What follows belongs to an exercise in optimizing a design on an open flow for small area; a production flow would make more cautious choices. Only simulation tests tie the RTL to the original design; equivalence was not proved. Power and IR drop assume default switching activity.

==> inputs of trial 60 <==
// ibus_mixer
module ibus_mixer #(
    parameter [15:0] DUTY_MAX = 16'd500
) (
    input  wire        clk,
    input  wire        rst,
    input  wire        in_valid,
    input  wire [7:0]  in_byte,
    input  wire        tick,
    output wire [15:0] ch0,
    output wire [15:0] ch1,
    output wire [15:0] ch2,
    output wire [15:0] ch3,
    output wire [15:0] ch4,
    output wire [15:0] ch5,
    output wire [15:0] a_speed,
    output wire [15:0] b_speed,
    output wire        a_dir,
    output wire        b_dir
);
    wire [8:0] a9, b9;
    ibus_decoder u_decoder (
        .clk      (clk),
        .rst      (rst),
        .in_valid (in_valid),
        .in_byte  (in_byte),
        .ch0      (ch0),
        .ch1      (ch1),
        .ch2      (ch2),
        .ch3      (ch3),
        .ch4      (ch4),
        .ch5      (ch5)
    );
    drive_mixer u_mixer (
        .clk      (clk),
        .rst      (rst),
        .tick     (tick),
        .steer    (ch0),
        .throttle (ch2),
        .a_speed  (a9),
        .b_speed  (b9)
    );
    assign a_speed = {7'd0, a9};
    assign b_speed = {7'd0, b9};
    assign a_dir   = 1'b0;
    assign b_dir   = 1'b0;
endmodule
==> module mixer_core, before the edit <==
module mixer_core (
    input  wire [15:0] steer,
    input  wire [15:0] throttle,
    output wire [8:0]  a_next,
    output wire [8:0]  b_next
);
    wire steer_right = (steer >= 16'd1510);
    wire steer_left  = (steer <= 16'd1490);
    wire [5:0] nsum = steer[3:0] + steer[7:4] + steer[11:8] + steer[15:12];
    reg  [2:0] m;
    always @(*) m = nsum % 6'd5;
    reg [17:0] kc;
    always @(*) begin
        case ({steer_left, m})
            4'b0000: kc = 18'd1001;
            4'b0001: kc = 18'd1002;
            4'b0010: kc = 18'd1003;
            4'b0011: kc = 18'd999;
            4'b0100: kc = 18'd1000;
            4'b1000: kc = -18'sd2000;
            4'b1001: kc = -18'sd2001;
            4'b1010: kc = -18'sd2002;
            4'b1011: kc = -18'sd1998;
            4'b1100: kc = -18'sd1999;
            default: kc = 18'bx;
        endcase
    end
    wire [17:0] sx = {2'b00, steer} ^ {18{~steer_left}};    
    wire [17:0] y  = {3'b000, throttle[15:1]} + sx + kc + {17'd0, throttle[0]};
    wire red_ok = (y[17:9] == 9'd0) && (y[8:0] <= 9'd500) && (y[8:0] != 9'd0 || !throttle[0]);
    wire [8:0] red = red_ok ? y[8:0] : 9'd0;
    wire full_ok = (throttle >= 16'd1000) && (throttle <= 16'd2000);
    wire [9:0] yf = throttle[9:0] - 10'd999;
    wire [8:0] full = full_ok ? yf[9:1] : 9'd0;
    assign a_next = steer_left  ? red : full;
    assign b_next = steer_right ? red : full;
endmodule
clock: 33.0 ns
lec_check: 0
cap_margin: 20
core_margin: 2
core_utilization: 40
slew_margin: 20
standard.sh (not shown) runs the stock make flow with config.mk's settings and CLKGATE_MAP_FILE= SYNTH_SCRIPT=/design/flow/synth_recipe.tcl, a recipe that flattens the netlist after the stock synthesis.
==> flow/flow/run.sh <==
#!/bin/bash
# The standard layout (standard.sh) with these changes:
#  - synthesis maps the logic with an area-oriented ABC script
#    (flow/abc_area.script, used through ABC_AREA=1 from a copy of the
#    ORFS scripts folder) and leaves adders to ABC (no ADDER_MAP_FILE);
#    flip-flop mapping is untouched;
#  - ports are buffered with buf_1;
#  - the clock tree uses clkbuf_4 in small clusters, without dummy loads;
#  - the constant outputs share synthesis's single tie cell.
# make's output goes to standard.log; ORFS writes each step's log under orfs/logs.
set -euo pipefail
HERE=$(pwd)
rm -rf "$HERE/scripts_mod"
cp -r "$FLOW_HOME/scripts" "$HERE/scripts_mod"
cp "$HERE/flow/abc_area.script" "$HERE/scripts_mod/abc_area.script"
bash standard.sh \
  "SCRIPTS_DIR=$HERE/scripts_mod" \
  "ABC_AREA=1" \
  "ADDER_MAP_FILE=" \
  "SKIP_REPAIR_TIE_FANOUT=1" \
  "BUFFER_PORTS_ARGS=-buffer_cell sky130_fd_sc_hd__buf_1" \
  "CTS_ARGS=-sink_clustering_enable -repair_clock_nets -dont_use_dummy_load -buf_list sky130_fd_sc_hd__clkbuf_4 -sink_clustering_size 12 -sink_clustering_max_diameter 40" \
  finish > standard.log 2>&1
==> flow/flow/abc_area.script <==
strash
&get -n
&dch -f
&if -a -K 3
&mfs -e -W 20 -L 20
&fx
&st
&put
balance -l
resub -K 6 -l
rewrite -l
resub -K 6 -N 2 -l
refactor -l
resub -K 8 -l
balance -l
resub -K 8 -N 2 -l
rewrite -l
resub -K 10 -l
rewrite -z -l
resub -K 10 -N 2 -l
balance -l
resub -K 12 -l
refactor -z -l
resub -K 12 -N 2 -l
rewrite -z -l
balance -l
&get -n
&dch -f
&if -a -K 4
&mfs -e -W 20 -L 20
&fx
&st
&put
balance -l
resub -K 6 -l
rewrite -l
resub -K 6 -N 2 -l
refactor -l
resub -K 8 -l
balance -l
resub -K 8 -N 2 -l
rewrite -l
resub -K 10 -l
rewrite -z -l
resub -K 10 -N 2 -l
balance -l
resub -K 12 -l
refactor -z -l
resub -K 12 -N 2 -l
rewrite -z -l
balance -l
&get -n
&dch -f
&if -a -K 3
&mfs -e -W 20 -L 20
&fx
&st
&put
balance -l
resub -K 6 -l
rewrite -l
resub -K 6 -N 2 -l
refactor -l
resub -K 8 -l
balance -l
resub -K 8 -N 2 -l
rewrite -l
resub -K 10 -l
rewrite -z -l
resub -K 10 -N 2 -l
balance -l
resub -K 12 -l
refactor -z -l
resub -K 12 -N 2 -l
rewrite -z -l
balance -l
&get -n
&dch -f
&if -a -K 4
&mfs -e -W 20 -L 20
&fx
&st
&put
balance -l
resub -K 6 -l
rewrite -l
resub -K 6 -N 2 -l
refactor -l
resub -K 8 -l
balance -l
resub -K 8 -N 2 -l
rewrite -l
resub -K 10 -l
rewrite -z -l
resub -K 10 -N 2 -l
balance -l
resub -K 12 -l
refactor -z -l
resub -K 12 -N 2 -l
rewrite -z -l
balance -l
dch -f
amap
topo
==> trial 5 (differences from trial 60) <==
--- a/flow/design.v
+++ b/flow/design.v
@@ -84,5 +84,5 @@
     wire [17:0] sx = {2'b00, steer} ^ {18{~steer_left}};    
     wire [17:0] y  = {3'b000, throttle[15:1]} + sx + kc + {17'd0, throttle[0]};
-    wire red_ok = (y[17:9] == 9'd0) && (y[8:0] <= 9'd500) && (y[8:0] != 9'd0 || !throttle[0]);
+    wire red_ok = (y[17:9] == 9'd0) && (y[8:0] <= 9'd500);
     wire [8:0] red = red_ok ? y[8:0] : 9'd0;
     wire full_ok = (throttle >= 16'd1000) && (throttle <= 16'd2000);
--- a/flow/flow/run.sh
+++ b/flow/flow/run.sh
@@ -6,5 +6,5 @@
 #    flip-flop mapping is untouched;
 #  - ports are buffered with buf_1;
-#  - the clock tree uses clkbuf_4 in small clusters, without dummy loads;
+#  - the clock tree uses clkbuf_8 in small clusters, without dummy loads;
 #  - the constant outputs share synthesis's single tie cell.
 # make's output goes to standard.log; ORFS writes each step's log under orfs/logs.
@@ -20,4 +20,4 @@
   "SKIP_REPAIR_TIE_FANOUT=1" \
   "BUFFER_PORTS_ARGS=-buffer_cell sky130_fd_sc_hd__buf_1" \
-  "CTS_ARGS=-sink_clustering_enable -repair_clock_nets -dont_use_dummy_load -buf_list sky130_fd_sc_hd__clkbuf_4 -sink_clustering_size 12 -sink_clustering_max_diameter 40" \
+  "CTS_ARGS=-sink_clustering_enable -repair_clock_nets -dont_use_dummy_load -buf_list sky130_fd_sc_hd__clkbuf_8 -sink_clustering_size 20 -sink_clustering_max_diameter 50" \
   finish > standard.log 2>&1
--- a/flow/flow/abc_area.script
+++ b/flow/flow/abc_area.script
@@ -100,5 +100,8 @@
 rewrite -z -l
 balance -l
-dch -f
-amap
+&get -n
+&st
+&dch -f
+&nf -p -F 8 -R 1000
+&put
 topo
--- a/flow/config.mk
+++ b/flow/config.mk
@@ -8,4 +8,4 @@
 export CAP_MARGIN = 20
 export CORE_MARGIN = 2
-export CORE_UTILIZATION = 40
+export CORE_UTILIZATION = 60
 export SLEW_MARGIN = 20
==> comparison table <==
Per-cell routed wire length: trial 60 16.7 um; trial 5 18.4 um
Worst setup slack for register-to-register paths: trial 60 24.16 ns; trial 5 24.38 ns
Clkbuf count: trial 60 35; trial 5 20
Fraction of standard cell area in multi-input logic: trial 60 30.8%; trial 5 32.8%
Sequential cell fraction of total power: trial 60 64.5%; trial 5 64.9%
Result of the run: trial 60 timing/DRC/antenna clean; trial 5 timing/DRC/antenna clean
Summed area of non-filler cells in the final layout: trial 60 10400 sq um; trial 5 10100 sq um
Well-Tap Cells: trial 60 313; trial 5 188
Met2 track demand over resource in global routing: trial 60 30.1%; trial 5 40.4%
Total of fill cells in the finished design: trial 60 2233; trial 5 1173
Initial core utilization: trial 60 40.9%; trial 5 61.1%
Arrival time at the worst endpoint: trial 60 10.68 ns; trial 5 10.38 ns
Layout net count: trial 60 1035; trial 5 894
Met3 wire len: trial 60 1.29 mm; trial 5 984 um
R2r startpoint: trial 60 u_decoder.ch0[0]; trial 5 u_decoder.ch0[9]
H-tree depth: trial 60 2; trial 5 1

-- static timing again, ports no longer ideal --
The results above use ideal ports. As a check the final layouts listed here were re-extracted and re-timed, cells and wires unchanged.
Step 1 assumes that a clkbuf_16 drives the clock port and a buf_2 every other input.
Step 2 moves the port delays by t, midway between the first and last clock arrival at a register: inputs arrive t later, outputs are due t later. That takes back most of the time a late clock gives input paths.
Slacks: ideal / step 1 / step 2; pairs: ideal / step 1.
run	t, ns	slack for setup (ns)	worst hold slack (ns)
trial 60	0.617	22.660 / 22.672 / 22.055	0.404 / 0.404 / 0.404
trial 5	0.543	22.901 / 22.913 / 22.369	0.400 / 0.400 / 0.400
After both steps every run listed still meets setup and hold. For trial 60, which loses most, drivers alone change the setup slack by +0.012 ns; drivers and shift together by -0.605 ns.
